What follows belongs to an exercise in optimizing a design on an open flow for small area, a short achievable clock period and few clock cycles per item; a production flow would make more cautious choices.
No functional check of the RTL was part of any run shown here.

==> flow/design.v (outline; a module is shown in full before it is edited, if it fits) <==
// module dec32: 1282 lines
module dec32 (
    input  wire        clk,
    input  wire        rst,
    input  wire        in_valid,
    output wire        in_ready,
    input  wire [31:0] in_value,
    output wire        out_valid,
    input  wire        out_ready,
    output wire [3:0]  out_len,
    output wire [87:0] out_str
);
  // ...
==> flow/run.sh <==
#!/bin/bash
# synth_recipe.tcl (not shown) runs the flow's synth.tcl, then flattens the netlist and writes it again
# the make line also repeats each setting of config.mk as NAME=value (left out here)
make -C /OpenROAD-flow-scripts/flow DESIGN_CONFIG=/design/flow/config.mk WORK_HOME=/design/flow/orfs CLKGATE_MAP_FILE= SYNTH_SCRIPT=/design/flow/synth_recipe.tcl finish
==> flow/config.mk <==
export PLATFORM = sky130hd
export DESIGN_NAME = dec32
export DESIGN_NICKNAME = dec32
export VERILOG_FILES = /design/flow/design.v
export SDC_FILE = /design/flow/constraint.sdc
export NUM_CORES = 4
export LEC_CHECK = 0
export ABC_CLOCK_PERIOD_IN_PS = 3000
export CAP_MARGIN = 20
export CORE_MARGIN = 2
export CORE_UTILIZATION = 40
export SETUP_SLACK_MARGIN = 5
export SLEW_MARGIN = 20
==> flow/constraint.sdc <==
create_clock -name core_clock -period 10.0 [get_ports {clk}]
set_input_delay 2.0000 -clock core_clock [delete_from_list [all_inputs] [get_ports {clk}]]
set_output_delay 2.0000 -clock core_clock [all_outputs]
set_load 0.01 [all_outputs]
==> flow_summary_export.csv, run 1 <==
group,metric,value,unit
floorplanning,fp.dieW,265.0,µm
place,placed_area,28300,µm²
critical_path,max_stage_delay,0.54,ns
synthesis,synth_compound_area_frac,0.3300,
global_routing,grt_pass1_vias,23760,
sta,finalHoldViolations,0,
final_layout,n_antenna_cell,0,
final_layout,fin_area,32050,µm²
final_layout,nFlopsAndLatches,284,
final_layout,final_cell_mix,"392 x nor2_1, 330 x nand2_1, 271 x o21ai_0",
synthesis,synth_edf_count,238,
sta,min_period,4.947,ns
critical_path,crit_family,"compound AO/OA/AOI/OAI gates",
sta,fin_skew,0.01573,ns
sta,setup_tns,0,ns
drt,drc,0,
synthesis,ys_ff_latch,284,
drt,ant_nets,0,
synthesis,async_flop_share,0,
drt,initialDrtViolationCount,1955,
status,status,"timing/DRC/antenna clean",
==> inputs of run 2 (changes only) <==
--- a/flow/design.v
+++ b/flow/design.v
@@ -107,76 +107,76 @@
     wire d10_0_3 = a10_0_2;
     wire d10_1_0 = a10_0_3;
     wire d10_1_1 = a10_1_0;
     wire d10_1_2 = a10_1_1;
     wire d10_1_3 = a10_1_2;
     wire d10_2_0 = a10_1_3;
     wire d10_2_1 = d9_2_0;
     wire d10_2_2 = d9_2_1;
-    reg [21:0] r1_m;
-    reg [10:0] r1_d;
-    reg r1_n, r1_v;
-    always @(posedge clk) if (adv) begin
-        r1_m <= mag[21:0];
-        r1_d <= {d10_2_2, d10_2_1, d10_2_0, d10_1_3, d10_1_2, d10_1_1, d10_1_0, d10_0_3, d10_0_2, d10_0_1, d10_0_0};
-        r1_n <= neg0;
-    end
-    always @(posedge clk) if (rst) r1_v <= 1'b0; else if (adv) r1_v <= r0_v;
-    wire a11_0_0 = ((~r1_d[3] & ~r1_d[2] & r1_d[0]) | (r1_d[2] & r1_d[1] & ~r1_d[0]) | (r1_d[3] & ~r1_d[0]));
-    wire a11_0_1 = ((~r1_d[2] & r1_d[1]) | (r1_d[1] & r1_d[0]) | (r1_d[3] & ~r1_d[0]));
-    wire a11_0_2 = ((r1_d[3] & r1_d[0]) | (r1_d[2] & ~r1_d[1] & ~r1_d[0]));
-    wire a11_0_3 = (r1_d[3] | (r1_d[2] & r1_d[0]) | (r1_d[2] & r1_d[1]));
-    wire a11_1_0 = ((~r1_d[7] & ~r1_d[6] & r1_d[4]) | (r1_d[6] & r1_d[5] & ~r1_d[4]) | (r1_d[7] & ~r1_d[4]));
-    wire a11_1_1 = ((~r1_d[6] & r1_d[5]) | (r1_d[5] & r1_d[4]) | (r1_d[7] & ~r1_d[4]));
-    wire a11_1_2 = ((r1_d[7] & r1_d[4]) | (r1_d[6] & ~r1_d[5] & ~r1_d[4]));
-    wire a11_1_3 = (r1_d[7] | (r1_d[6] & r1_d[4]) | (r1_d[6] & r1_d[5]));
-    wire a11_2_0 = ((~r1_d[10] & r1_d[8]) | (r1_d[10] & r1_d[9] & ~r1_d[8]));
-    wire a11_2_1 = ((~r1_d[10] & r1_d[9]) | (r1_d[9] & r1_d[8]));
-    wire a11_2_2 = ((r1_d[10] & ~r1_d[9] & ~r1_d[8]));
-    wire a11_2_3 = ((r1_d[10] & r1_d[8]) | (r1_d[10] & r1_d[9]));
-    wire d11_0_0 = r1_m[21];
+    wire a11_0_0 = ((~d10_0_3 & ~d10_0_2 & d10_0_0) | (d10_0_2 & d10_0_1 & ~d10_0_0) | (d10_0_3 & ~d10_0_0));
+    wire a11_0_1 = ((~d10_0_2 & d10_0_1) | (d10_0_1 & d10_0_0) | (d10_0_3 & ~d10_0_0));
+    wire a11_0_2 = ((d10_0_3 & d10_0_0) | (d10_0_2 & ~d10_0_1 & ~d10_0_0));
+    wire a11_0_3 = (d10_0_3 | (d10_0_2 & d10_0_0) | (d10_0_2 & d10_0_1));
+    wire a11_1_0 = ((~d10_1_3 & ~d10_1_2 & d10_1_0) | (d10_1_2 & d10_1_1 & ~d10_1_0) | (d10_1_3 & ~d10_1_0));
+    wire a11_1_1 = ((~d10_1_2 & d10_1_1) | (d10_1_1 & d10_1_0) | (d10_1_3 & ~d10_1_0));
+    wire a11_1_2 = ((d10_1_3 & d10_1_0) | (d10_1_2 & ~d10_1_1 & ~d10_1_0));
+    wire a11_1_3 = (d10_1_3 | (d10_1_2 & d10_1_0) | (d10_1_2 & d10_1_1));
+    wire a11_2_0 = ((~d10_2_2 & d10_2_0) | (d10_2_2 & d10_2_1 & ~d10_2_0));
+    wire a11_2_1 = ((~d10_2_2 & d10_2_1) | (d10_2_1 & d10_2_0));
+    wire a11_2_2 = ((d10_2_2 & ~d10_2_1 & ~d10_2_0));
+    wire a11_2_3 = ((d10_2_2 & d10_2_0) | (d10_2_2 & d10_2_1));
+    wire d11_0_0 = mag[21];
     wire d11_0_1 = a11_0_0;
     wire d11_0_2 = a11_0_1;
     wire d11_0_3 = a11_0_2;
     wire d11_1_0 = a11_0_3;
     wire d11_1_1 = a11_1_0;
     wire d11_1_2 = a11_1_1;
     wire d11_1_3 = a11_1_2;
     wire d11_2_0 = a11_1_3;
     wire d11_2_1 = a11_2_0;
     wire d11_2_2 = a11_2_1;
     wire d11_2_3 = a11_2_2;
     wire d11_3_0 = a11_2_3;
-    wire a12_0_0 = ((~d11_0_3 & ~d11_0_2 & d11_0_0) | (d11_0_2 & d11_0_1 & ~d11_0_0) | (d11_0_3 & ~d11_0_0));
-    wire a12_0_1 = ((~d11_0_2 & d11_0_1) | (d11_0_1 & d11_0_0) | (d11_0_3 & ~d11_0_0));
-    wire a12_0_2 = ((d11_0_3 & d11_0_0) | (d11_0_2 & ~d11_0_1 & ~d11_0_0));
-    wire a12_0_3 = (d11_0_3 | (d11_0_2 & d11_0_0) | (d11_0_2 & d11_0_1));
-    wire a12_1_0 = ((~d11_1_3 & ~d11_1_2 & d11_1_0) | (d11_1_2 & d11_1_1 & ~d11_1_0) | (d11_1_3 & ~d11_1_0));
-    wire a12_1_1 = ((~d11_1_2 & d11_1_1) | (d11_1_1 & d11_1_0) | (d11_1_3 & ~d11_1_0));
-    wire a12_1_2 = ((d11_1_3 & d11_1_0) | (d11_1_2 & ~d11_1_1 & ~d11_1_0));
-    wire a12_1_3 = (d11_1_3 | (d11_1_2 & d11_1_0) | (d11_1_2 & d11_1_1));
-    wire a12_2_0 = ((~d11_2_3 & ~d11_2_2 & d11_2_0) | (d11_2_2 & d11_2_1 & ~d11_2_0) | (d11_2_3 & ~d11_2_0));
-    wire a12_2_1 = ((~d11_2_2 & d11_2_1) | (d11_2_1 & d11_2_0) | (d11_2_3 & ~d11_2_0));
-    wire a12_2_2 = ((d11_2_3 & d11_2_0) | (d11_2_2 & ~d11_2_1 & ~d11_2_0));
-    wire a12_2_3 = (d11_2_3 | (d11_2_2 & d11_2_0) | (d11_2_2 & d11_2_1));
+    reg [20:0] r1_m;
+    reg [12:0] r1_d;
+    reg r1_n, r1_v;
+    always @(posedge clk) if (adv) begin
+        r1_m <= mag[20:0];
+        r1_d <= {d11_3_0, d11_2_3, d11_2_2, d11_2_1, d11_2_0, d11_1_3, d11_1_2, d11_1_1, d11_1_0, d11_0_3, d11_0_2, d11_0_1, d11_0_0};
+        r1_n <= neg0;
+    end
+    always @(posedge clk) if (rst) r1_v <= 1'b0; else if (adv) r1_v <= r0_v;
+    wire a12_0_0 = ((~r1_d[3] & ~r1_d[2] & r1_d[0]) | (r1_d[2] & r1_d[1] & ~r1_d[0]) | (r1_d[3] & ~r1_d[0]));
+    wire a12_0_1 = ((~r1_d[2] & r1_d[1]) | (r1_d[1] & r1_d[0]) | (r1_d[3] & ~r1_d[0]));
+    wire a12_0_2 = ((r1_d[3] & r1_d[0]) | (r1_d[2] & ~r1_d[1] & ~r1_d[0]));
+    wire a12_0_3 = (r1_d[3] | (r1_d[2] & r1_d[0]) | (r1_d[2] & r1_d[1]));
+    wire a12_1_0 = ((~r1_d[7] & ~r1_d[6] & r1_d[4]) | (r1_d[6] & r1_d[5] & ~r1_d[4]) | (r1_d[7] & ~r1_d[4]));
+    wire a12_1_1 = ((~r1_d[6] & r1_d[5]) | (r1_d[5] & r1_d[4]) | (r1_d[7] & ~r1_d[4]));
+    wire a12_1_2 = ((r1_d[7] & r1_d[4]) | (r1_d[6] & ~r1_d[5] & ~r1_d[4]));
+    wire a12_1_3 = (r1_d[7] | (r1_d[6] & r1_d[4]) | (r1_d[6] & r1_d[5]));
+    wire a12_2_0 = ((~r1_d[11] & ~r1_d[10] & r1_d[8]) | (r1_d[10] & r1_d[9] & ~r1_d[8]) | (r1_d[11] & ~r1_d[8]));
+    wire a12_2_1 = ((~r1_d[10] & r1_d[9]) | (r1_d[9] & r1_d[8]) | (r1_d[11] & ~r1_d[8]));
+    wire a12_2_2 = ((r1_d[11] & r1_d[8]) | (r1_d[10] & ~r1_d[9] & ~r1_d[8]));
+    wire a12_2_3 = (r1_d[11] | (r1_d[10] & r1_d[8]) | (r1_d[10] & r1_d[9]));
     wire d12_0_0 = r1_m[20];
     wire d12_0_1 = a12_0_0;
     wire d12_0_2 = a12_0_1;
     wire d12_0_3 = a12_0_2;
     wire d12_1_0 = a12_0_3;
     wire d12_1_1 = a12_1_0;
     wire d12_1_2 = a12_1_1;
     wire d12_1_3 = a12_1_2;
     wire d12_2_0 = a12_1_3;
     wire d12_2_1 = a12_2_0;
     wire d12_2_2 = a12_2_1;
     wire d12_2_3 = a12_2_2;
     wire d12_3_0 = a12_2_3;
-    wire d12_3_1 = d11_3_0;
+    wire d12_3_1 = r1_d[12];
     wire a13_0_0 = ((~d12_0_3 & ~d12_0_2 & d12_0_0) | (d12_0_2 & d12_0_1 & ~d12_0_0) | (d12_0_3 & ~d12_0_0));
     wire a13_0_1 = ((~d12_0_2 & d12_0_1) | (d12_0_1 & d12_0_0) | (d12_0_3 & ~d12_0_0));
     wire a13_0_2 = ((d12_0_3 & d12_0_0) | (d12_0_2 & ~d12_0_1 & ~d12_0_0));
     wire a13_0_3 = (d12_0_3 | (d12_0_2 & d12_0_0) | (d12_0_2 & d12_0_1));
     wire a13_1_0 = ((~d12_1_3 & ~d12_1_2 & d12_1_0) | (d12_1_2 & d12_1_1 & ~d12_1_0) | (d12_1_3 & ~d12_1_0));
     wire a13_1_1 = ((~d12_1_2 & d12_1_1) | (d12_1_1 & d12_1_0) | (d12_1_3 & ~d12_1_0));
     wire a13_1_2 = ((d12_1_3 & d12_1_0) | (d12_1_2 & ~d12_1_1 & ~d12_1_0));
     wire a13_1_3 = (d12_1_3 | (d12_1_2 & d12_1_0) | (d12_1_2 & d12_1_1));
@@ -407,46 +407,37 @@
     wire d19_3_2 = a19_3_1;
     wire d19_3_3 = a19_3_2;
     wire d19_4_0 = a19_3_3;
     wire d19_4_1 = a19_4_0;
     wire d19_4_2 = a19_4_1;
     wire d19_4_3 = a19_4_2;
     wire d19_5_0 = a19_4_3;
     wire d19_5_1 = d18_5_0;
-    reg [12:0] r2_m;
-    reg [21:0] r2_d;
-    reg r2_n, r2_v;
-    always @(posedge clk) if (adv) begin
-        r2_m <= r1_m[12:0];
-        r2_d <= {d19_5_1, d19_5_0, d19_4_3, d19_4_2, d19_4_1, d19_4_0, d19_3_3, d19_3_2, d19_3_1, d19_3_0, d19_2_3, d19_2_2, d19_2_1, d19_2_0, d19_1_3, d19_1_2, d19_1_1, d19_1_0, d19_0_3, d19_0_2, d19_0_1, d19_0_0};
-        r2_n <= r1_n;
-    end
-    always @(posedge clk) if (rst) r2_v <= 1'b0; else if (adv) r2_v <= r1_v;
-    wire a20_0_0 = ((~r2_d[3] & ~r2_d[2] & r2_d[0]) | (r2_d[2] & r2_d[1] & ~r2_d[0]) | (r2_d[3] & ~r2_d[0]));
-    wire a20_0_1 = ((~r2_d[2] & r2_d[1]) | (r2_d[1] & r2_d[0]) | (r2_d[3] & ~r2_d[0]));
-    wire a20_0_2 = ((r2_d[3] & r2_d[0]) | (r2_d[2] & ~r2_d[1] & ~r2_d[0]));
-    wire a20_0_3 = (r2_d[3] | (r2_d[2] & r2_d[0]) | (r2_d[2] & r2_d[1]));
-    wire a20_1_0 = ((~r2_d[7] & ~r2_d[6] & r2_d[4]) | (r2_d[6] & r2_d[5] & ~r2_d[4]) | (r2_d[7] & ~r2_d[4]));
-    wire a20_1_1 = ((~r2_d[6] & r2_d[5]) | (r2_d[5] & r2_d[4]) | (r2_d[7] & ~r2_d[4]));
-    wire a20_1_2 = ((r2_d[7] & r2_d[4]) | (r2_d[6] & ~r2_d[5] & ~r2_d[4]));
-    wire a20_1_3 = (r2_d[7] | (r2_d[6] & r2_d[4]) | (r2_d[6] & r2_d[5]));
-    wire a20_2_0 = ((~r2_d[11] & ~r2_d[10] & r2_d[8]) | (r2_d[10] & r2_d[9] & ~r2_d[8]) | (r2_d[11] & ~r2_d[8]));
-    wire a20_2_1 = ((~r2_d[10] & r2_d[9]) | (r2_d[9] & r2_d[8]) | (r2_d[11] & ~r2_d[8]));
-    wire a20_2_2 = ((r2_d[11] & r2_d[8]) | (r2_d[10] & ~r2_d[9] & ~r2_d[8]));
-    wire a20_2_3 = (r2_d[11] | (r2_d[10] & r2_d[8]) | (r2_d[10] & r2_d[9]));
-    wire a20_3_0 = ((~r2_d[15] & ~r2_d[14] & r2_d[12]) | (r2_d[14] & r2_d[13] & ~r2_d[12]) | (r2_d[15] & ~r2_d[12]));
-    wire a20_3_1 = ((~r2_d[14] & r2_d[13]) | (r2_d[13] & r2_d[12]) | (r2_d[15] & ~r2_d[12]));
-    wire a20_3_2 = ((r2_d[15] & r2_d[12]) | (r2_d[14] & ~r2_d[13] & ~r2_d[12]));
-    wire a20_3_3 = (r2_d[15] | (r2_d[14] & r2_d[12]) | (r2_d[14] & r2_d[13]));
-    wire a20_4_0 = ((~r2_d[19] & ~r2_d[18] & r2_d[16]) | (r2_d[18] & r2_d[17] & ~r2_d[16]) | (r2_d[19] & ~r2_d[16]));
-    wire a20_4_1 = ((~r2_d[18] & r2_d[17]) | (r2_d[17] & r2_d[16]) | (r2_d[19] & ~r2_d[16]));
-    wire a20_4_2 = ((r2_d[19] & r2_d[16]) | (r2_d[18] & ~r2_d[17] & ~r2_d[16]));
-    wire a20_4_3 = (r2_d[19] | (r2_d[18] & r2_d[16]) | (r2_d[18] & r2_d[17]));
-    wire d20_0_0 = r2_m[12];
+    wire a20_0_0 = ((~d19_0_3 & ~d19_0_2 & d19_0_0) | (d19_0_2 & d19_0_1 & ~d19_0_0) | (d19_0_3 & ~d19_0_0));
+    wire a20_0_1 = ((~d19_0_2 & d19_0_1) | (d19_0_1 & d19_0_0) | (d19_0_3 & ~d19_0_0));
+    wire a20_0_2 = ((d19_0_3 & d19_0_0) | (d19_0_2 & ~d19_0_1 & ~d19_0_0));
+    wire a20_0_3 = (d19_0_3 | (d19_0_2 & d19_0_0) | (d19_0_2 & d19_0_1));
+    wire a20_1_0 = ((~d19_1_3 & ~d19_1_2 & d19_1_0) | (d19_1_2 & d19_1_1 & ~d19_1_0) | (d19_1_3 & ~d19_1_0));
+    wire a20_1_1 = ((~d19_1_2 & d19_1_1) | (d19_1_1 & d19_1_0) | (d19_1_3 & ~d19_1_0));
+    wire a20_1_2 = ((d19_1_3 & d19_1_0) | (d19_1_2 & ~d19_1_1 & ~d19_1_0));
+    wire a20_1_3 = (d19_1_3 | (d19_1_2 & d19_1_0) | (d19_1_2 & d19_1_1));
+    wire a20_2_0 = ((~d19_2_3 & ~d19_2_2 & d19_2_0) | (d19_2_2 & d19_2_1 & ~d19_2_0) | (d19_2_3 & ~d19_2_0));
+    wire a20_2_1 = ((~d19_2_2 & d19_2_1) | (d19_2_1 & d19_2_0) | (d19_2_3 & ~d19_2_0));
+    wire a20_2_2 = ((d19_2_3 & d19_2_0) | (d19_2_2 & ~d19_2_1 & ~d19_2_0));
+    wire a20_2_3 = (d19_2_3 | (d19_2_2 & d19_2_0) | (d19_2_2 & d19_2_1));
+    wire a20_3_0 = ((~d19_3_3 & ~d19_3_2 & d19_3_0) | (d19_3_2 & d19_3_1 & ~d19_3_0) | (d19_3_3 & ~d19_3_0));
+    wire a20_3_1 = ((~d19_3_2 & d19_3_1) | (d19_3_1 & d19_3_0) | (d19_3_3 & ~d19_3_0));
+    wire a20_3_2 = ((d19_3_3 & d19_3_0) | (d19_3_2 & ~d19_3_1 & ~d19_3_0));
+    wire a20_3_3 = (d19_3_3 | (d19_3_2 & d19_3_0) | (d19_3_2 & d19_3_1));
+    wire a20_4_0 = ((~d19_4_3 & ~d19_4_2 & d19_4_0) | (d19_4_2 & d19_4_1 & ~d19_4_0) | (d19_4_3 & ~d19_4_0));
+    wire a20_4_1 = ((~d19_4_2 & d19_4_1) | (d19_4_1 & d19_4_0) | (d19_4_3 & ~d19_4_0));
+    wire a20_4_2 = ((d19_4_3 & d19_4_0) | (d19_4_2 & ~d19_4_1 & ~d19_4_0));
+    wire a20_4_3 = (d19_4_3 | (d19_4_2 & d19_4_0) | (d19_4_2 & d19_4_1));
+    wire d20_0_0 = r1_m[12];
     wire d20_0_1 = a20_0_0;
     wire d20_0_2 = a20_0_1;
     wire d20_0_3 = a20_0_2;
     wire d20_1_0 = a20_0_3;
     wire d20_1_1 = a20_1_0;
     wire d20_1_2 = a20_1_1;
     wire d20_1_3 = a20_1_2;
     wire d20_2_0 = a20_1_3;
@@ -457,18 +448,18 @@
     wire d20_3_1 = a20_3_0;
     wire d20_3_2 = a20_3_1;
     wire d20_3_3 = a20_3_2;
     wire d20_4_0 = a20_3_3;
     wire d20_4_1 = a20_4_0;
     wire d20_4_2 = a20_4_1;
     wire d20_4_3 = a20_4_2;
     wire d20_5_0 = a20_4_3;
-    wire d20_5_1 = r2_d[20];
-    wire d20_5_2 = r2_d[21];
+    wire d20_5_1 = d19_5_0;
+    wire d20_5_2 = d19_5_1;
     wire a21_0_0 = ((~d20_0_3 & ~d20_0_2 & d20_0_0) | (d20_0_2 & d20_0_1 & ~d20_0_0) | (d20_0_3 & ~d20_0_0));
     wire a21_0_1 = ((~d20_0_2 & d20_0_1) | (d20_0_1 & d20_0_0) | (d20_0_3 & ~d20_0_0));
     wire a21_0_2 = ((d20_0_3 & d20_0_0) | (d20_0_2 & ~d20_0_1 & ~d20_0_0));
     wire a21_0_3 = (d20_0_3 | (d20_0_2 & d20_0_0) | (d20_0_2 & d20_0_1));
     wire a21_1_0 = ((~d20_1_3 & ~d20_1_2 & d20_1_0) | (d20_1_2 & d20_1_1 & ~d20_1_0) | (d20_1_3 & ~d20_1_0));
     wire a21_1_1 = ((~d20_1_2 & d20_1_1) | (d20_1_1 & d20_1_0) | (d20_1_3 & ~d20_1_0));
     wire a21_1_2 = ((d20_1_3 & d20_1_0) | (d20_1_2 & ~d20_1_1 & ~d20_1_0));
     wire a21_1_3 = (d20_1_3 | (d20_1_2 & d20_1_0) | (d20_1_2 & d20_1_1));
@@ -483,17 +474,17 @@
     wire a21_4_0 = ((~d20_4_3 & ~d20_4_2 & d20_4_0) | (d20_4_2 & d20_4_1 & ~d20_4_0) | (d20_4_3 & ~d20_4_0));
     wire a21_4_1 = ((~d20_4_2 & d20_4_1) | (d20_4_1 & d20_4_0) | (d20_4_3 & ~d20_4_0));
     wire a21_4_2 = ((d20_4_3 & d20_4_0) | (d20_4_2 & ~d20_4_1 & ~d20_4_0));
     wire a21_4_3 = (d20_4_3 | (d20_4_2 & d20_4_0) | (d20_4_2 & d20_4_1));
     wire a21_5_0 = ((~d20_5_2 & d20_5_0) | (d20_5_2 & d20_5_1 & ~d20_5_0));
     wire a21_5_1 = ((~d20_5_2 & d20_5_1) | (d20_5_1 & d20_5_0));
     wire a21_5_2 = ((d20_5_2 & ~d20_5_1 & ~d20_5_0));
     wire a21_5_3 = ((d20_5_2 & d20_5_0) | (d20_5_2 & d20_5_1));
-    wire d21_0_0 = r2_m[11];
+    wire d21_0_0 = r1_m[11];
     wire d21_0_1 = a21_0_0;
     wire d21_0_2 = a21_0_1;
     wire d21_0_3 = a21_0_2;
     wire d21_1_0 = a21_0_3;
     wire d21_1_1 = a21_1_0;
     wire d21_1_2 = a21_1_1;
     wire d21_1_3 = a21_1_2;
     wire d21_2_0 = a21_1_3;
@@ -532,17 +523,17 @@
     wire a22_4_0 = ((~d21_4_3 & ~d21_4_2 & d21_4_0) | (d21_4_2 & d21_4_1 & ~d21_4_0) | (d21_4_3 & ~d21_4_0));
     wire a22_4_1 = ((~d21_4_2 & d21_4_1) | (d21_4_1 & d21_4_0) | (d21_4_3 & ~d21_4_0));
     wire a22_4_2 = ((d21_4_3 & d21_4_0) | (d21_4_2 & ~d21_4_1 & ~d21_4_0));
     wire a22_4_3 = (d21_4_3 | (d21_4_2 & d21_4_0) | (d21_4_2 & d21_4_1));
     wire a22_5_0 = ((~d21_5_3 & ~d21_5_2 & d21_5_0) | (d21_5_2 & d21_5_1 & ~d21_5_0) | (d21_5_3 & ~d21_5_0));
     wire a22_5_1 = ((~d21_5_2 & d21_5_1) | (d21_5_1 & d21_5_0) | (d21_5_3 & ~d21_5_0));
     wire a22_5_2 = ((d21_5_3 & d21_5_0) | (d21_5_2 & ~d21_5_1 & ~d21_5_0));
     wire a22_5_3 = (d21_5_3 | (d21_5_2 & d21_5_0) | (d21_5_2 & d21_5_1));
-    wire d22_0_0 = r2_m[10];
+    wire d22_0_0 = r1_m[10];
     wire d22_0_1 = a22_0_0;
     wire d22_0_2 = a22_0_1;
     wire d22_0_3 = a22_0_2;
     wire d22_1_0 = a22_0_3;
     wire d22_1_1 = a22_1_0;
     wire d22_1_2 = a22_1_1;
     wire d22_1_3 = a22_1_2;
     wire d22_2_0 = a22_1_3;
@@ -558,40 +549,49 @@
     wire d22_4_2 = a22_4_1;
     wire d22_4_3 = a22_4_2;
     wire d22_5_0 = a22_4_3;
     wire d22_5_1 = a22_5_0;
     wire d22_5_2 = a22_5_1;
     wire d22_5_3 = a22_5_2;
     wire d22_6_0 = a22_5_3;
     wire d22_6_1 = d21_6_0;
-    wire a23_0_0 = ((~d22_0_3 & ~d22_0_2 & d22_0_0) | (d22_0_2 & d22_0_1 & ~d22_0_0) | (d22_0_3 & ~d22_0_0));
-    wire a23_0_1 = ((~d22_0_2 & d22_0_1) | (d22_0_1 & d22_0_0) | (d22_0_3 & ~d22_0_0));
-    wire a23_0_2 = ((d22_0_3 & d22_0_0) | (d22_0_2 & ~d22_0_1 & ~d22_0_0));
-    wire a23_0_3 = (d22_0_3 | (d22_0_2 & d22_0_0) | (d22_0_2 & d22_0_1));
-    wire a23_1_0 = ((~d22_1_3 & ~d22_1_2 & d22_1_0) | (d22_1_2 & d22_1_1 & ~d22_1_0) | (d22_1_3 & ~d22_1_0));
-    wire a23_1_1 = ((~d22_1_2 & d22_1_1) | (d22_1_1 & d22_1_0) | (d22_1_3 & ~d22_1_0));
-    wire a23_1_2 = ((d22_1_3 & d22_1_0) | (d22_1_2 & ~d22_1_1 & ~d22_1_0));
-    wire a23_1_3 = (d22_1_3 | (d22_1_2 & d22_1_0) | (d22_1_2 & d22_1_1));
-    wire a23_2_0 = ((~d22_2_3 & ~d22_2_2 & d22_2_0) | (d22_2_2 & d22_2_1 & ~d22_2_0) | (d22_2_3 & ~d22_2_0));
-    wire a23_2_1 = ((~d22_2_2 & d22_2_1) | (d22_2_1 & d22_2_0) | (d22_2_3 & ~d22_2_0));
-    wire a23_2_2 = ((d22_2_3 & d22_2_0) | (d22_2_2 & ~d22_2_1 & ~d22_2_0));
-    wire a23_2_3 = (d22_2_3 | (d22_2_2 & d22_2_0) | (d22_2_2 & d22_2_1));
-    wire a23_3_0 = ((~d22_3_3 & ~d22_3_2 & d22_3_0) | (d22_3_2 & d22_3_1 & ~d22_3_0) | (d22_3_3 & ~d22_3_0));
-    wire a23_3_1 = ((~d22_3_2 & d22_3_1) | (d22_3_1 & d22_3_0) | (d22_3_3 & ~d22_3_0));
-    wire a23_3_2 = ((d22_3_3 & d22_3_0) | (d22_3_2 & ~d22_3_1 & ~d22_3_0));
-    wire a23_3_3 = (d22_3_3 | (d22_3_2 & d22_3_0) | (d22_3_2 & d22_3_1));
-    wire a23_4_0 = ((~d22_4_3 & ~d22_4_2 & d22_4_0) | (d22_4_2 & d22_4_1 & ~d22_4_0) | (d22_4_3 & ~d22_4_0));
-    wire a23_4_1 = ((~d22_4_2 & d22_4_1) | (d22_4_1 & d22_4_0) | (d22_4_3 & ~d22_4_0));
-    wire a23_4_2 = ((d22_4_3 & d22_4_0) | (d22_4_2 & ~d22_4_1 & ~d22_4_0));
-    wire a23_4_3 = (d22_4_3 | (d22_4_2 & d22_4_0) | (d22_4_2 & d22_4_1));
-    wire a23_5_0 = ((~d22_5_3 & ~d22_5_2 & d22_5_0) | (d22_5_2 & d22_5_1 & ~d22_5_0) | (d22_5_3 & ~d22_5_0));
-    wire a23_5_1 = ((~d22_5_2 & d22_5_1) | (d22_5_1 & d22_5_0) | (d22_5_3 & ~d22_5_0));
-    wire a23_5_2 = ((d22_5_3 & d22_5_0) | (d22_5_2 & ~d22_5_1 & ~d22_5_0));
-    wire a23_5_3 = (d22_5_3 | (d22_5_2 & d22_5_0) | (d22_5_2 & d22_5_1));
+    reg [9:0] r2_m;
+    reg [25:0] r2_d;
+    reg r2_n, r2_v;
+    always @(posedge clk) if (adv) begin
+        r2_m <= r1_m[9:0];
+        r2_d <= {d22_6_1, d22_6_0, d22_5_3, d22_5_2, d22_5_1, d22_5_0, d22_4_3, d22_4_2, d22_4_1, d22_4_0, d22_3_3, d22_3_2, d22_3_1, d22_3_0, d22_2_3, d22_2_2, d22_2_1, d22_2_0, d22_1_3, d22_1_2, d22_1_1, d22_1_0, d22_0_3, d22_0_2, d22_0_1, d22_0_0};
+        r2_n <= r1_n;
+    end
+    always @(posedge clk) if (rst) r2_v <= 1'b0; else if (adv) r2_v <= r1_v;
+    wire a23_0_0 = ((~r2_d[3] & ~r2_d[2] & r2_d[0]) | (r2_d[2] & r2_d[1] & ~r2_d[0]) | (r2_d[3] & ~r2_d[0]));
+    wire a23_0_1 = ((~r2_d[2] & r2_d[1]) | (r2_d[1] & r2_d[0]) | (r2_d[3] & ~r2_d[0]));
+    wire a23_0_2 = ((r2_d[3] & r2_d[0]) | (r2_d[2] & ~r2_d[1] & ~r2_d[0]));
+    wire a23_0_3 = (r2_d[3] | (r2_d[2] & r2_d[0]) | (r2_d[2] & r2_d[1]));
+    wire a23_1_0 = ((~r2_d[7] & ~r2_d[6] & r2_d[4]) | (r2_d[6] & r2_d[5] & ~r2_d[4]) | (r2_d[7] & ~r2_d[4]));
+    wire a23_1_1 = ((~r2_d[6] & r2_d[5]) | (r2_d[5] & r2_d[4]) | (r2_d[7] & ~r2_d[4]));
+    wire a23_1_2 = ((r2_d[7] & r2_d[4]) | (r2_d[6] & ~r2_d[5] & ~r2_d[4]));
+    wire a23_1_3 = (r2_d[7] | (r2_d[6] & r2_d[4]) | (r2_d[6] & r2_d[5]));
+    wire a23_2_0 = ((~r2_d[11] & ~r2_d[10] & r2_d[8]) | (r2_d[10] & r2_d[9] & ~r2_d[8]) | (r2_d[11] & ~r2_d[8]));
+    wire a23_2_1 = ((~r2_d[10] & r2_d[9]) | (r2_d[9] & r2_d[8]) | (r2_d[11] & ~r2_d[8]));
+    wire a23_2_2 = ((r2_d[11] & r2_d[8]) | (r2_d[10] & ~r2_d[9] & ~r2_d[8]));
+    wire a23_2_3 = (r2_d[11] | (r2_d[10] & r2_d[8]) | (r2_d[10] & r2_d[9]));
+    wire a23_3_0 = ((~r2_d[15] & ~r2_d[14] & r2_d[12]) | (r2_d[14] & r2_d[13] & ~r2_d[12]) | (r2_d[15] & ~r2_d[12]));
+    wire a23_3_1 = ((~r2_d[14] & r2_d[13]) | (r2_d[13] & r2_d[12]) | (r2_d[15] & ~r2_d[12]));
+    wire a23_3_2 = ((r2_d[15] & r2_d[12]) | (r2_d[14] & ~r2_d[13] & ~r2_d[12]));
+    wire a23_3_3 = (r2_d[15] | (r2_d[14] & r2_d[12]) | (r2_d[14] & r2_d[13]));
+    wire a23_4_0 = ((~r2_d[19] & ~r2_d[18] & r2_d[16]) | (r2_d[18] & r2_d[17] & ~r2_d[16]) | (r2_d[19] & ~r2_d[16]));
+    wire a23_4_1 = ((~r2_d[18] & r2_d[17]) | (r2_d[17] & r2_d[16]) | (r2_d[19] & ~r2_d[16]));
+    wire a23_4_2 = ((r2_d[19] & r2_d[16]) | (r2_d[18] & ~r2_d[17] & ~r2_d[16]));
+    wire a23_4_3 = (r2_d[19] | (r2_d[18] & r2_d[16]) | (r2_d[18] & r2_d[17]));
+    wire a23_5_0 = ((~r2_d[23] & ~r2_d[22] & r2_d[20]) | (r2_d[22] & r2_d[21] & ~r2_d[20]) | (r2_d[23] & ~r2_d[20]));
+    wire a23_5_1 = ((~r2_d[22] & r2_d[21]) | (r2_d[21] & r2_d[20]) | (r2_d[23] & ~r2_d[20]));
+    wire a23_5_2 = ((r2_d[23] & r2_d[20]) | (r2_d[22] & ~r2_d[21] & ~r2_d[20]));
+    wire a23_5_3 = (r2_d[23] | (r2_d[22] & r2_d[20]) | (r2_d[22] & r2_d[21]));
     wire d23_0_0 = r2_m[9];
     wire d23_0_1 = a23_0_0;
     wire d23_0_2 = a23_0_1;
     wire d23_0_3 = a23_0_2;
     wire d23_1_0 = a23_0_3;
     wire d23_1_1 = a23_1_0;
     wire d23_1_2 = a23_1_1;
     wire d23_1_3 = a23_1_2;
@@ -607,18 +607,18 @@
     wire d23_4_1 = a23_4_0;
     wire d23_4_2 = a23_4_1;
     wire d23_4_3 = a23_4_2;
     wire d23_5_0 = a23_4_3;
     wire d23_5_1 = a23_5_0;
     wire d23_5_2 = a23_5_1;
     wire d23_5_3 = a23_5_2;
     wire d23_6_0 = a23_5_3;
-    wire d23_6_1 = d22_6_0;
-    wire d23_6_2 = d22_6_1;
+    wire d23_6_1 = r2_d[24];
+    wire d23_6_2 = r2_d[25];
     wire a24_0_0 = ((~d23_0_3 & ~d23_0_2 & d23_0_0) | (d23_0_2 & d23_0_1 & ~d23_0_0) | (d23_0_3 & ~d23_0_0));
     wire a24_0_1 = ((~d23_0_2 & d23_0_1) | (d23_0_1 & d23_0_0) | (d23_0_3 & ~d23_0_0));
     wire a24_0_2 = ((d23_0_3 & d23_0_0) | (d23_0_2 & ~d23_0_1 & ~d23_0_0));
     wire a24_0_3 = (d23_0_3 | (d23_0_2 & d23_0_0) | (d23_0_2 & d23_0_1));
     wire a24_1_0 = ((~d23_1_3 & ~d23_1_2 & d23_1_0) | (d23_1_2 & d23_1_1 & ~d23_1_0) | (d23_1_3 & ~d23_1_0));
     wire a24_1_1 = ((~d23_1_2 & d23_1_1) | (d23_1_1 & d23_1_0) | (d23_1_3 & ~d23_1_0));
     wire a24_1_2 = ((d23_1_3 & d23_1_0) | (d23_1_2 & ~d23_1_1 & ~d23_1_0));
     wire a24_1_3 = (d23_1_3 | (d23_1_2 & d23_1_0) | (d23_1_2 & d23_1_1));
@@ -900,58 +900,49 @@
     wire d28_6_1 = a28_6_0;
     wire d28_6_2 = a28_6_1;
     wire d28_6_3 = a28_6_2;
     wire d28_7_0 = a28_6_3;
     wire d28_7_1 = a28_7_0;
     wire d28_7_2 = a28_7_1;
     wire d28_7_3 = a28_7_2;
     wire d28_8_0 = a28_7_3;
-    reg [3:0] r3_m;
-    reg [32:0] r3_d;
-    reg r3_n, r3_v;
-    always @(posedge clk) if (adv) begin
-        r3_m <= r2_m[3:0];
-        r3_d <= {d28_8_0, d28_7_3, d28_7_2, d28_7_1, d28_7_0, d28_6_3, d28_6_2, d28_6_1, d28_6_0, d28_5_3, d28_5_2, d28_5_1, d28_5_0, d28_4_3, d28_4_2, d28_4_1, d28_4_0, d28_3_3, d28_3_2, d28_3_1, d28_3_0, d28_2_3, d28_2_2, d28_2_1, d28_2_0, d28_1_3, d28_1_2, d28_1_1, d28_1_0, d28_0_3, d28_0_2, d28_0_1, d28_0_0};
-        r3_n <= r2_n;
-    end
-    always @(posedge clk) if (rst) r3_v <= 1'b0; else if (adv) r3_v <= r2_v;
-    wire a29_0_0 = ((~r3_d[3] & ~r3_d[2] & r3_d[0]) | (r3_d[2] & r3_d[1] & ~r3_d[0]) | (r3_d[3] & ~r3_d[0]));
-    wire a29_0_1 = ((~r3_d[2] & r3_d[1]) | (r3_d[1] & r3_d[0]) | (r3_d[3] & ~r3_d[0]));
-    wire a29_0_2 = ((r3_d[3] & r3_d[0]) | (r3_d[2] & ~r3_d[1] & ~r3_d[0]));
-    wire a29_0_3 = (r3_d[3] | (r3_d[2] & r3_d[0]) | (r3_d[2] & r3_d[1]));
-    wire a29_1_0 = ((~r3_d[7] & ~r3_d[6] & r3_d[4]) | (r3_d[6] & r3_d[5] & ~r3_d[4]) | (r3_d[7] & ~r3_d[4]));
-    wire a29_1_1 = ((~r3_d[6] & r3_d[5]) | (r3_d[5] & r3_d[4]) | (r3_d[7] & ~r3_d[4]));
-    wire a29_1_2 = ((r3_d[7] & r3_d[4]) | (r3_d[6] & ~r3_d[5] & ~r3_d[4]));
-    wire a29_1_3 = (r3_d[7] | (r3_d[6] & r3_d[4]) | (r3_d[6] & r3_d[5]));
-    wire a29_2_0 = ((~r3_d[11] & ~r3_d[10] & r3_d[8]) | (r3_d[10] & r3_d[9] & ~r3_d[8]) | (r3_d[11] & ~r3_d[8]));
-    wire a29_2_1 = ((~r3_d[10] & r3_d[9]) | (r3_d[9] & r3_d[8]) | (r3_d[11] & ~r3_d[8]));
-    wire a29_2_2 = ((r3_d[11] & r3_d[8]) | (r3_d[10] & ~r3_d[9] & ~r3_d[8]));
-    wire a29_2_3 = (r3_d[11] | (r3_d[10] & r3_d[8]) | (r3_d[10] & r3_d[9]));
-    wire a29_3_0 = ((~r3_d[15] & ~r3_d[14] & r3_d[12]) | (r3_d[14] & r3_d[13] & ~r3_d[12]) | (r3_d[15] & ~r3_d[12]));
-    wire a29_3_1 = ((~r3_d[14] & r3_d[13]) | (r3_d[13] & r3_d[12]) | (r3_d[15] & ~r3_d[12]));
-    wire a29_3_2 = ((r3_d[15] & r3_d[12]) | (r3_d[14] & ~r3_d[13] & ~r3_d[12]));
-    wire a29_3_3 = (r3_d[15] | (r3_d[14] & r3_d[12]) | (r3_d[14] & r3_d[13]));
-    wire a29_4_0 = ((~r3_d[19] & ~r3_d[18] & r3_d[16]) | (r3_d[18] & r3_d[17] & ~r3_d[16]) | (r3_d[19] & ~r3_d[16]));
-    wire a29_4_1 = ((~r3_d[18] & r3_d[17]) | (r3_d[17] & r3_d[16]) | (r3_d[19] & ~r3_d[16]));
-    wire a29_4_2 = ((r3_d[19] & r3_d[16]) | (r3_d[18] & ~r3_d[17] & ~r3_d[16]));
-    wire a29_4_3 = (r3_d[19] | (r3_d[18] & r3_d[16]) | (r3_d[18] & r3_d[17]));
-    wire a29_5_0 = ((~r3_d[23] & ~r3_d[22] & r3_d[20]) | (r3_d[22] & r3_d[21] & ~r3_d[20]) | (r3_d[23] & ~r3_d[20]));
-    wire a29_5_1 = ((~r3_d[22] & r3_d[21]) | (r3_d[21] & r3_d[20]) | (r3_d[23] & ~r3_d[20]));
-    wire a29_5_2 = ((r3_d[23] & r3_d[20]) | (r3_d[22] & ~r3_d[21] & ~r3_d[20]));
-    wire a29_5_3 = (r3_d[23] | (r3_d[22] & r3_d[20]) | (r3_d[22] & r3_d[21]));
-    wire a29_6_0 = ((~r3_d[27] & ~r3_d[26] & r3_d[24]) | (r3_d[26] & r3_d[25] & ~r3_d[24]) | (r3_d[27] & ~r3_d[24]));
-    wire a29_6_1 = ((~r3_d[26] & r3_d[25]) | (r3_d[25] & r3_d[24]) | (r3_d[27] & ~r3_d[24]));
-    wire a29_6_2 = ((r3_d[27] & r3_d[24]) | (r3_d[26] & ~r3_d[25] & ~r3_d[24]));
-    wire a29_6_3 = (r3_d[27] | (r3_d[26] & r3_d[24]) | (r3_d[26] & r3_d[25]));
-    wire a29_7_0 = ((~r3_d[31] & ~r3_d[30] & r3_d[28]) | (r3_d[30] & r3_d[29] & ~r3_d[28]) | (r3_d[31] & ~r3_d[28]));
-    wire a29_7_1 = ((~r3_d[30] & r3_d[29]) | (r3_d[29] & r3_d[28]) | (r3_d[31] & ~r3_d[28]));
-    wire a29_7_2 = ((r3_d[31] & r3_d[28]) | (r3_d[30] & ~r3_d[29] & ~r3_d[28]));
-    wire a29_7_3 = (r3_d[31] | (r3_d[30] & r3_d[28]) | (r3_d[30] & r3_d[29]));
-    wire d29_0_0 = r3_m[3];
+    wire a29_0_0 = ((~d28_0_3 & ~d28_0_2 & d28_0_0) | (d28_0_2 & d28_0_1 & ~d28_0_0) | (d28_0_3 & ~d28_0_0));
+    wire a29_0_1 = ((~d28_0_2 & d28_0_1) | (d28_0_1 & d28_0_0) | (d28_0_3 & ~d28_0_0));
+    wire a29_0_2 = ((d28_0_3 & d28_0_0) | (d28_0_2 & ~d28_0_1 & ~d28_0_0));
+    wire a29_0_3 = (d28_0_3 | (d28_0_2 & d28_0_0) | (d28_0_2 & d28_0_1));
+    wire a29_1_0 = ((~d28_1_3 & ~d28_1_2 & d28_1_0) | (d28_1_2 & d28_1_1 & ~d28_1_0) | (d28_1_3 & ~d28_1_0));
+    wire a29_1_1 = ((~d28_1_2 & d28_1_1) | (d28_1_1 & d28_1_0) | (d28_1_3 & ~d28_1_0));
+    wire a29_1_2 = ((d28_1_3 & d28_1_0) | (d28_1_2 & ~d28_1_1 & ~d28_1_0));
+    wire a29_1_3 = (d28_1_3 | (d28_1_2 & d28_1_0) | (d28_1_2 & d28_1_1));
+    wire a29_2_0 = ((~d28_2_3 & ~d28_2_2 & d28_2_0) | (d28_2_2 & d28_2_1 & ~d28_2_0) | (d28_2_3 & ~d28_2_0));
+    wire a29_2_1 = ((~d28_2_2 & d28_2_1) | (d28_2_1 & d28_2_0) | (d28_2_3 & ~d28_2_0));
+    wire a29_2_2 = ((d28_2_3 & d28_2_0) | (d28_2_2 & ~d28_2_1 & ~d28_2_0));
+    wire a29_2_3 = (d28_2_3 | (d28_2_2 & d28_2_0) | (d28_2_2 & d28_2_1));
+    wire a29_3_0 = ((~d28_3_3 & ~d28_3_2 & d28_3_0) | (d28_3_2 & d28_3_1 & ~d28_3_0) | (d28_3_3 & ~d28_3_0));
+    wire a29_3_1 = ((~d28_3_2 & d28_3_1) | (d28_3_1 & d28_3_0) | (d28_3_3 & ~d28_3_0));
+    wire a29_3_2 = ((d28_3_3 & d28_3_0) | (d28_3_2 & ~d28_3_1 & ~d28_3_0));
+    wire a29_3_3 = (d28_3_3 | (d28_3_2 & d28_3_0) | (d28_3_2 & d28_3_1));
+    wire a29_4_0 = ((~d28_4_3 & ~d28_4_2 & d28_4_0) | (d28_4_2 & d28_4_1 & ~d28_4_0) | (d28_4_3 & ~d28_4_0));
+    wire a29_4_1 = ((~d28_4_2 & d28_4_1) | (d28_4_1 & d28_4_0) | (d28_4_3 & ~d28_4_0));
+    wire a29_4_2 = ((d28_4_3 & d28_4_0) | (d28_4_2 & ~d28_4_1 & ~d28_4_0));
+    wire a29_4_3 = (d28_4_3 | (d28_4_2 & d28_4_0) | (d28_4_2 & d28_4_1));
+    wire a29_5_0 = ((~d28_5_3 & ~d28_5_2 & d28_5_0) | (d28_5_2 & d28_5_1 & ~d28_5_0) | (d28_5_3 & ~d28_5_0));
+    wire a29_5_1 = ((~d28_5_2 & d28_5_1) | (d28_5_1 & d28_5_0) | (d28_5_3 & ~d28_5_0));
+    wire a29_5_2 = ((d28_5_3 & d28_5_0) | (d28_5_2 & ~d28_5_1 & ~d28_5_0));
+    wire a29_5_3 = (d28_5_3 | (d28_5_2 & d28_5_0) | (d28_5_2 & d28_5_1));
+    wire a29_6_0 = ((~d28_6_3 & ~d28_6_2 & d28_6_0) | (d28_6_2 & d28_6_1 & ~d28_6_0) | (d28_6_3 & ~d28_6_0));
+    wire a29_6_1 = ((~d28_6_2 & d28_6_1) | (d28_6_1 & d28_6_0) | (d28_6_3 & ~d28_6_0));
+    wire a29_6_2 = ((d28_6_3 & d28_6_0) | (d28_6_2 & ~d28_6_1 & ~d28_6_0));
+    wire a29_6_3 = (d28_6_3 | (d28_6_2 & d28_6_0) | (d28_6_2 & d28_6_1));
+    wire a29_7_0 = ((~d28_7_3 & ~d28_7_2 & d28_7_0) | (d28_7_2 & d28_7_1 & ~d28_7_0) | (d28_7_3 & ~d28_7_0));
+    wire a29_7_1 = ((~d28_7_2 & d28_7_1) | (d28_7_1 & d28_7_0) | (d28_7_3 & ~d28_7_0));
+    wire a29_7_2 = ((d28_7_3 & d28_7_0) | (d28_7_2 & ~d28_7_1 & ~d28_7_0));
+    wire a29_7_3 = (d28_7_3 | (d28_7_2 & d28_7_0) | (d28_7_2 & d28_7_1));
+    wire d29_0_0 = r2_m[3];
     wire d29_0_1 = a29_0_0;
     wire d29_0_2 = a29_0_1;
     wire d29_0_3 = a29_0_2;
     wire d29_1_0 = a29_0_3;
     wire d29_1_1 = a29_1_0;
     wire d29_1_2 = a29_1_1;
     wire d29_1_3 = a29_1_2;
     wire d29_2_0 = a29_1_3;
@@ -974,17 +965,17 @@
     wire d29_6_1 = a29_6_0;
     wire d29_6_2 = a29_6_1;
     wire d29_6_3 = a29_6_2;
     wire d29_7_0 = a29_6_3;
     wire d29_7_1 = a29_7_0;
     wire d29_7_2 = a29_7_1;
     wire d29_7_3 = a29_7_2;
     wire d29_8_0 = a29_7_3;
-    wire d29_8_1 = r3_d[32];
+    wire d29_8_1 = d28_8_0;
     wire a30_0_0 = ((~d29_0_3 & ~d29_0_2 & d29_0_0) | (d29_0_2 & d29_0_1 & ~d29_0_0) | (d29_0_3 & ~d29_0_0));
     wire a30_0_1 = ((~d29_0_2 & d29_0_1) | (d29_0_1 & d29_0_0) | (d29_0_3 & ~d29_0_0));
     wire a30_0_2 = ((d29_0_3 & d29_0_0) | (d29_0_2 & ~d29_0_1 & ~d29_0_0));
     wire a30_0_3 = (d29_0_3 | (d29_0_2 & d29_0_0) | (d29_0_2 & d29_0_1));
     wire a30_1_0 = ((~d29_1_3 & ~d29_1_2 & d29_1_0) | (d29_1_2 & d29_1_1 & ~d29_1_0) | (d29_1_3 & ~d29_1_0));
     wire a30_1_1 = ((~d29_1_2 & d29_1_1) | (d29_1_1 & d29_1_0) | (d29_1_3 & ~d29_1_0));
     wire a30_1_2 = ((d29_1_3 & d29_1_0) | (d29_1_2 & ~d29_1_1 & ~d29_1_0));
     wire a30_1_3 = (d29_1_3 | (d29_1_2 & d29_1_0) | (d29_1_2 & d29_1_1));
@@ -1007,17 +998,17 @@
     wire a30_6_0 = ((~d29_6_3 & ~d29_6_2 & d29_6_0) | (d29_6_2 & d29_6_1 & ~d29_6_0) | (d29_6_3 & ~d29_6_0));
     wire a30_6_1 = ((~d29_6_2 & d29_6_1) | (d29_6_1 & d29_6_0) | (d29_6_3 & ~d29_6_0));
     wire a30_6_2 = ((d29_6_3 & d29_6_0) | (d29_6_2 & ~d29_6_1 & ~d29_6_0));
     wire a30_6_3 = (d29_6_3 | (d29_6_2 & d29_6_0) | (d29_6_2 & d29_6_1));
     wire a30_7_0 = ((~d29_7_3 & ~d29_7_2 & d29_7_0) | (d29_7_2 & d29_7_1 & ~d29_7_0) | (d29_7_3 & ~d29_7_0));
     wire a30_7_1 = ((~d29_7_2 & d29_7_1) | (d29_7_1 & d29_7_0) | (d29_7_3 & ~d29_7_0));
     wire a30_7_2 = ((d29_7_3 & d29_7_0) | (d29_7_2 & ~d29_7_1 & ~d29_7_0));
     wire a30_7_3 = (d29_7_3 | (d29_7_2 & d29_7_0) | (d29_7_2 & d29_7_1));
-    wire d30_0_0 = r3_m[2];
+    wire d30_0_0 = r2_m[2];
     wire d30_0_1 = a30_0_0;
     wire d30_0_2 = a30_0_1;
     wire d30_0_3 = a30_0_2;
     wire d30_1_0 = a30_0_3;
     wire d30_1_1 = a30_1_0;
     wire d30_1_2 = a30_1_1;
     wire d30_1_3 = a30_1_2;
     wire d30_2_0 = a30_1_3;
@@ -1078,17 +1069,17 @@
     wire a31_7_0 = ((~d30_7_3 & ~d30_7_2 & d30_7_0) | (d30_7_2 & d30_7_1 & ~d30_7_0) | (d30_7_3 & ~d30_7_0));
     wire a31_7_1 = ((~d30_7_2 & d30_7_1) | (d30_7_1 & d30_7_0) | (d30_7_3 & ~d30_7_0));
     wire a31_7_2 = ((d30_7_3 & d30_7_0) | (d30_7_2 & ~d30_7_1 & ~d30_7_0));
     wire a31_7_3 = (d30_7_3 | (d30_7_2 & d30_7_0) | (d30_7_2 & d30_7_1));
     wire a31_8_0 = ((~d30_8_2 & d30_8_0) | (d30_8_2 & d30_8_1 & ~d30_8_0));
     wire a31_8_1 = ((~d30_8_2 & d30_8_1) | (d30_8_1 & d30_8_0));
     wire a31_8_2 = ((d30_8_2 & ~d30_8_1 & ~d30_8_0));
     wire a31_8_3 = ((d30_8_2 & d30_8_0) | (d30_8_2 & d30_8_1));
-    wire d31_0_0 = r3_m[1];
+    wire d31_0_0 = r2_m[1];
     wire d31_0_1 = a31_0_0;
     wire d31_0_2 = a31_0_1;
     wire d31_0_3 = a31_0_2;
     wire d31_1_0 = a31_0_3;
     wire d31_1_1 = a31_1_0;
     wire d31_1_2 = a31_1_1;
     wire d31_1_3 = a31_1_2;
     wire d31_2_0 = a31_1_3;
@@ -1151,17 +1142,17 @@
     wire a32_7_0 = ((~d31_7_3 & ~d31_7_2 & d31_7_0) | (d31_7_2 & d31_7_1 & ~d31_7_0) | (d31_7_3 & ~d31_7_0));
     wire a32_7_1 = ((~d31_7_2 & d31_7_1) | (d31_7_1 & d31_7_0) | (d31_7_3 & ~d31_7_0));
     wire a32_7_2 = ((d31_7_3 & d31_7_0) | (d31_7_2 & ~d31_7_1 & ~d31_7_0));
     wire a32_7_3 = (d31_7_3 | (d31_7_2 & d31_7_0) | (d31_7_2 & d31_7_1));
     wire a32_8_0 = ((~d31_8_3 & ~d31_8_2 & d31_8_0) | (d31_8_2 & d31_8_1 & ~d31_8_0) | (d31_8_3 & ~d31_8_0));
     wire a32_8_1 = ((~d31_8_2 & d31_8_1) | (d31_8_1 & d31_8_0) | (d31_8_3 & ~d31_8_0));
     wire a32_8_2 = ((d31_8_3 & d31_8_0) | (d31_8_2 & ~d31_8_1 & ~d31_8_0));
     wire a32_8_3 = (d31_8_3 | (d31_8_2 & d31_8_0) | (d31_8_2 & d31_8_1));
-    wire d32_0_0 = r3_m[0];
+    wire d32_0_0 = r2_m[0];
     wire d32_0_1 = a32_0_0;
     wire d32_0_2 = a32_0_1;
     wire d32_0_3 = a32_0_2;
     wire d32_1_0 = a32_0_3;
     wire d32_1_1 = a32_1_0;
     wire d32_1_2 = a32_1_1;
     wire d32_1_3 = a32_1_2;
     wire d32_2_0 = a32_1_3;
@@ -1203,20 +1194,20 @@
     wire [3:0] fd6 = {d32_6_3, d32_6_2, d32_6_1, d32_6_0};
     wire [3:0] fd7 = {d32_7_3, d32_7_2, d32_7_1, d32_7_0};
     wire [3:0] fd8 = {d32_8_3, d32_8_2, d32_8_1, d32_8_0};
     wire [3:0] fd9 = {1'b0, 1'b0, d32_9_1, d32_9_0};
     wire [37:0] fin_d = {fd9[1:0], fd8, fd7, fd6, fd5, fd4, fd3, fd2, fd1, fd0};
     reg  [37:0] rl_d, sk_d;
     reg         rl_n, sk_n, rl_v;
     always @(posedge clk) if (adv) begin
-        rl_d <= fin_d; rl_n <= r3_n;
+        rl_d <= fin_d; rl_n <= r2_n;
         sk_d <= rl_d;  sk_n <= rl_n;
     end
-    always @(posedge clk) if (rst) rl_v <= 1'b0; else if (adv) rl_v <= r3_v;
+    always @(posedge clk) if (rst) rl_v <= 1'b0; else if (adv) rl_v <= r2_v;
     reg         ov;
     wire        o_free = ~ov | out_ready;
     always @(posedge clk)
         if (rst) sv <= 1'b0;
         else if (sv) sv <= ~o_free;
         else sv <= rl_v & ~o_free;
     always @(posedge clk)
         if (rst) ov <= 1'b0;
==> flow/config.mk (replaced) <==
export PLATFORM = sky130hd
export DESIGN_NAME = dec32
export DESIGN_NICKNAME = dec32
export VERILOG_FILES = /design/flow/design.v
export SDC_FILE = /design/flow/constraint.sdc
export NUM_CORES = 4
export LEC_CHECK = 0
export ABC_AREA = 1
export CAP_MARGIN = 20
export CORE_MARGIN = 2
export CORE_UTILIZATION = 40
export SETUP_SLACK_MARGIN = 5
export SLEW_MARGIN = 20
==> run 2 against run 1 <==
  * Largest cell class unchanged
  * Critical endpoint is now o_pres[3]
  * Final area is 27% lower
  * Still clean
  * Area after synthesis decreased by 24%
==> flow_summary_export.csv, run 2 <==
group,metric,value,unit
status,status,"timing/DRC/antenna clean",
drt,drtPass1Iterations,7,
synthesis,netlist_top_cells_area,"edfxtp_1 29%, nand2_1 22%, nand3_1 9.8%",
critical_path,max_stage_delay,0.38,ns
drt,num_vias,19620,
sta,min_period,4.515,ns
critical_path,end_kind,"register",
critical_path,crit_required,10.32,ns
critical_path,crit_family,"simple AND/OR/NAND/NOR gates",
final_layout,nNetsFinal,3420,
place,place_ws,4.827,ns
place,dp_cells,4011,
synthesis,synth-simple-area-share,0.4538,
final_layout,top_register,"o_nib",
drt,via_per_inst,4.822,
sta,slew_headroom,0.4600,
sta,worst_slack,5.485,ns
synthesis,yosys_most_used_dff,"edfxtp_1",
synthesis,synth_area,20710,µm²
drt,wl_per_cell,11.10,µm
critical_path,reg2reg_depth,24,
synthesis,seq_area_frac_synth,0.3364,
synthesis,yosysTopAreaCell,"edfxtp_1",
critical_path,path_max_fanout,51,
run,maxCapViolations,0,
clock_tree,numCtsBuffers,29,
clock_tree,cts.sinks,247,
sta,tightest_slew,0.8099,ns
worst_hold_path,hold_class,"register to register",
critical_path,cp-start-kind,"register",
synthesis,yosysTopAreaCellShare,0.2929,
final_layout,instances_no_fill,4069,
drt,ant_nets,0,
critical_path,cp_data_arrival_time,4.83,ns
critical_path,cp_num_buf_inv,8,
synthesis,async_flop_share,0,
synthesis,synth_commonest_cells,"1225 x nand2_1, 407 x nand3_1, 360 x inv_1",
place,io_buffers,106,
synthesis,synthMuxAreaShare,0,
critical_path,r2r_slack,5.49,ns
sta,rsz0062_at_grt,"no",
critical_path,worstSetupStartpoint,"sv",
critical_path,worstSetupPathType,"register to register",
place,gp_congestion,0.8720,
floorplanning,die_area,53610,µm²
final_layout,n_antenna_cell,0,
final_layout,final_common_cell,"nand2_1",
drt,drt_wl_total,45170,µm
floorplanning,core,51300,µm²
drt,drc,0,
sta,setup_viol,0,
final_layout,final_cell_mix,"1223 x nand2_1, 407 x nand3_1, 359 x inv_1",
synthesis,synth_compound_area_frac,0.09291,
sta,fin_skew,0.01832,ns
sta,drv_slew,0,
critical_path,crit_chain,"buf_12 > inv_8 > or2_2 > o21ai_0 > inv_1 > nor2_1 > nand3_1 > inv_1 > nand2_1 > inv_1 > nand3_1 > nor2_1 > a2111oi_0 > ha_1 > ha_1 > or2_2 > nand2_2 > buf_12 > clkinv_1 > buf_4 > ha_1 > a21oi_1 > xnor2_1 > a22oi_1",
synthesis,synthXorXnorAreaFrac,0.01396,
global_routing,overflow,0,
synthesis,syn_inst,3263,
sta,finalHoldViolations,0,
global_routing,grt_pass1_wl,78600,µm
global_routing,grt_max_degree,77,
critical_path,cp_num_cells,24,
clock_tree,cts_buffer_depth,3,
critical_path,setup.worst_path.end,"o_pres[3]",
synthesis,syn_avg_cell_area,6.347,µm²
final_layout,largest_reg_flops,44,
global_routing,antenna_found_initial,0,
global_routing,grt_pass1_vias,17940,
clock_tree,cts_root_buffer,"clkbuf_16",
clock_tree,hold_buffers,0,
floorplanning,fp-row-count,83,
floorplanning,start_util,0.4037,
synthesis,post-synth-top-count-cell,"nand2_1",
floorplanning,pin_count,130,
critical_path,reg2reg_to,"o_pres[3]",
synthesis,yosys.area_share.adder,0.01087,
global_routing,grt_usage,0.1699,
clock_tree,htreeDepth,1,
sta,fmax,221.5,MHz
final_layout,largestRegisters,"o_nib x44, rl_d x38, sk_d x38",
synthesis,synth_edf_count,202,
final_layout,fin_util,0.4591,
place,placed_area,22420,µm²
final_layout,fin_area,23550,µm²
final_layout,area_growth,13.71,%
sta,whs,0.4049,ns
clock_tree,clkLatencyLatePin,0.58,ns
drt,initialDrtViolationCount,921,
final_layout,drive_gt1_frac,0.09324,
synthesis,yosysUniqueCellTypes,50,
floorplanning,fp.dieW,231.5,µm
synthesis,yosys_warnings,1,
sta,setup_tns,0,ns
critical_path,timing.rr.start,"sv",
place,hpwl,34840,µm
final_layout,fillers,5343,
synthesis,synth_top_family_by_area,"simple AND/OR/NAND/NOR gates",
critical_path,crit_path_top_delay_cell,"dfxtp_2",
sta,finalCritPeriodShare,0.4515,
clock_tree,clk_pin_slew_worst_paths,0.06,ns
floorplanning,die_h,231.5,µm
clock_tree,cts_tree,"built",
synthesis,ys_ff_latch,247,
run 2: cell count changes after synthesis, moves of 154 or more:
cell      previous run  this run
nand2_1            335      1225
a21oi_1            268        69
o21ai_0            284       130
nand3_1             97       407
inv_1              109       360
clkbuf_1           208        32
run 2: worst min-delay path by stage:
stage / depth (start not counted) / startpoint / end / slack, ns
4_1_cts: 0 / r1_m[0] / r2_m[0] / 0.41
5_1_grt: 0 / r1_n / r2_n / 0.43
2_1_floorplan: 0 / r1_m[10] / r2_d[0] / 0.40
3_3_place_gp: 0 / r1_m[8] / r2_m[8] / 0.40
6_report: 0 / r1_m[0] / r2_m[0] / 0.40
3_5_place_dp: 0 / r1_m[5] / r2_m[5] / 0.40
run 2: kinds of logic (layout without fill, tap and decap cells):
logic type,Yosys count,after routing
adders and majority gates,18,18
buffers and inverters,472,577
and+or+nand+nor,2148,2148
xor gates and xnor gates,33,33
AOI/OAI and AO/OA,343,343
DFF,247,247
other,2,23
run 2: cell type report:
type / count / area, µm² / area share
multi-input combinational: 2565 / 11940 / 0.5070
sequential: 247 / 6968 / 0.2959
inverter: 399 / 1510 / 0.06413
timing repair buffer: 124 / 1275 / 0.05414
tap: 680 / 850.8 / 0.03613
clock buffer: 33 / 740.7 / 0.03145
clock inverter: 21 / 266.5 / 0.01132
run 2: worst register-to-register path, stage by stage, from the launching register on:
cell and delay (ns):
dfxtp_2 0.38, buf_12 0.18, inv_8 0.14, or2_2 0.33
o21ai_0 0.15, inv_1 0.10, nor2_1 0.13, nand3_1 0.12
inv_1 0.07, nand2_1 0.08, inv_1 0.09, nand3_1 0.15
nor2_1 0.18, a2111oi_0 0.13, ha_1 0.22, ha_1 0.19
or2_2 0.30, nand2_2 0.15, buf_12 0.19, clkinv_1 0.08
buf_4 0.24, ha_1 0.27, a21oi_1 0.16, xnor2_1 0.13
a22oi_1 0.08
run 2: per-layer routing:
| layer | global-route usage | vias up | share of wire |
|---|---|---|---|
| met5 | 0 | - | 0 |
| met4 | 0.04547 | 0 | 0.027 |
| met3 | 0.01932 | 69 | 0.032 |
| met2 | 0.3239 | 247 | 0.49 |
| met1 | 0.1997 | 8540 | 0.45 |
| li1 | - | 10760 | - |
run 2: repair_timing:
action                                  4_1_cts  5_1_grt
endpoints found under the setup margin       14       44
setup buffers                                 0        2
pin swaps                                     0        0
gates cloned                                  0        2
gates resized for setup                       3       16

-- afterwards: timing with drivers on the ports --
The flow's constraints put no driver on any port. The routed layouts listed below were extracted and timed again, unchanged, in two steps. Step 1 (the two cells are an assumption about what drives the block):
set clk [get_ports {clk}]
set_driving_cell -lib_cell sky130_fd_sc_hd__clkbuf_16 $clk
set_driving_cell -lib_cell sky130_fd_sc_hd__buf_2 [delete_from_list [all_inputs] $clk]
Step 2 times the ports against the registers' clock, not the clock port: input delays grow and output delays shrink by t, the midpoint of the rising clock arrivals with the driver on. Three values: ideal, step 1, step 2; two values: the first two.
run | shift t [ns] | setup WS [ns] | hold slack, ns | worst slew at a driven data input, ns
run 1 | 0.603 | 5.053 / 5.053 / 5.053 | 0.414 / 0.414 / 0.414 | 0.03
run 2 | 0.627 | 5.485 / 5.485 / 5.485 | 0.405 / 0.405 / 0.405 | 0.04
After both steps setup and hold are still met in every run listed.
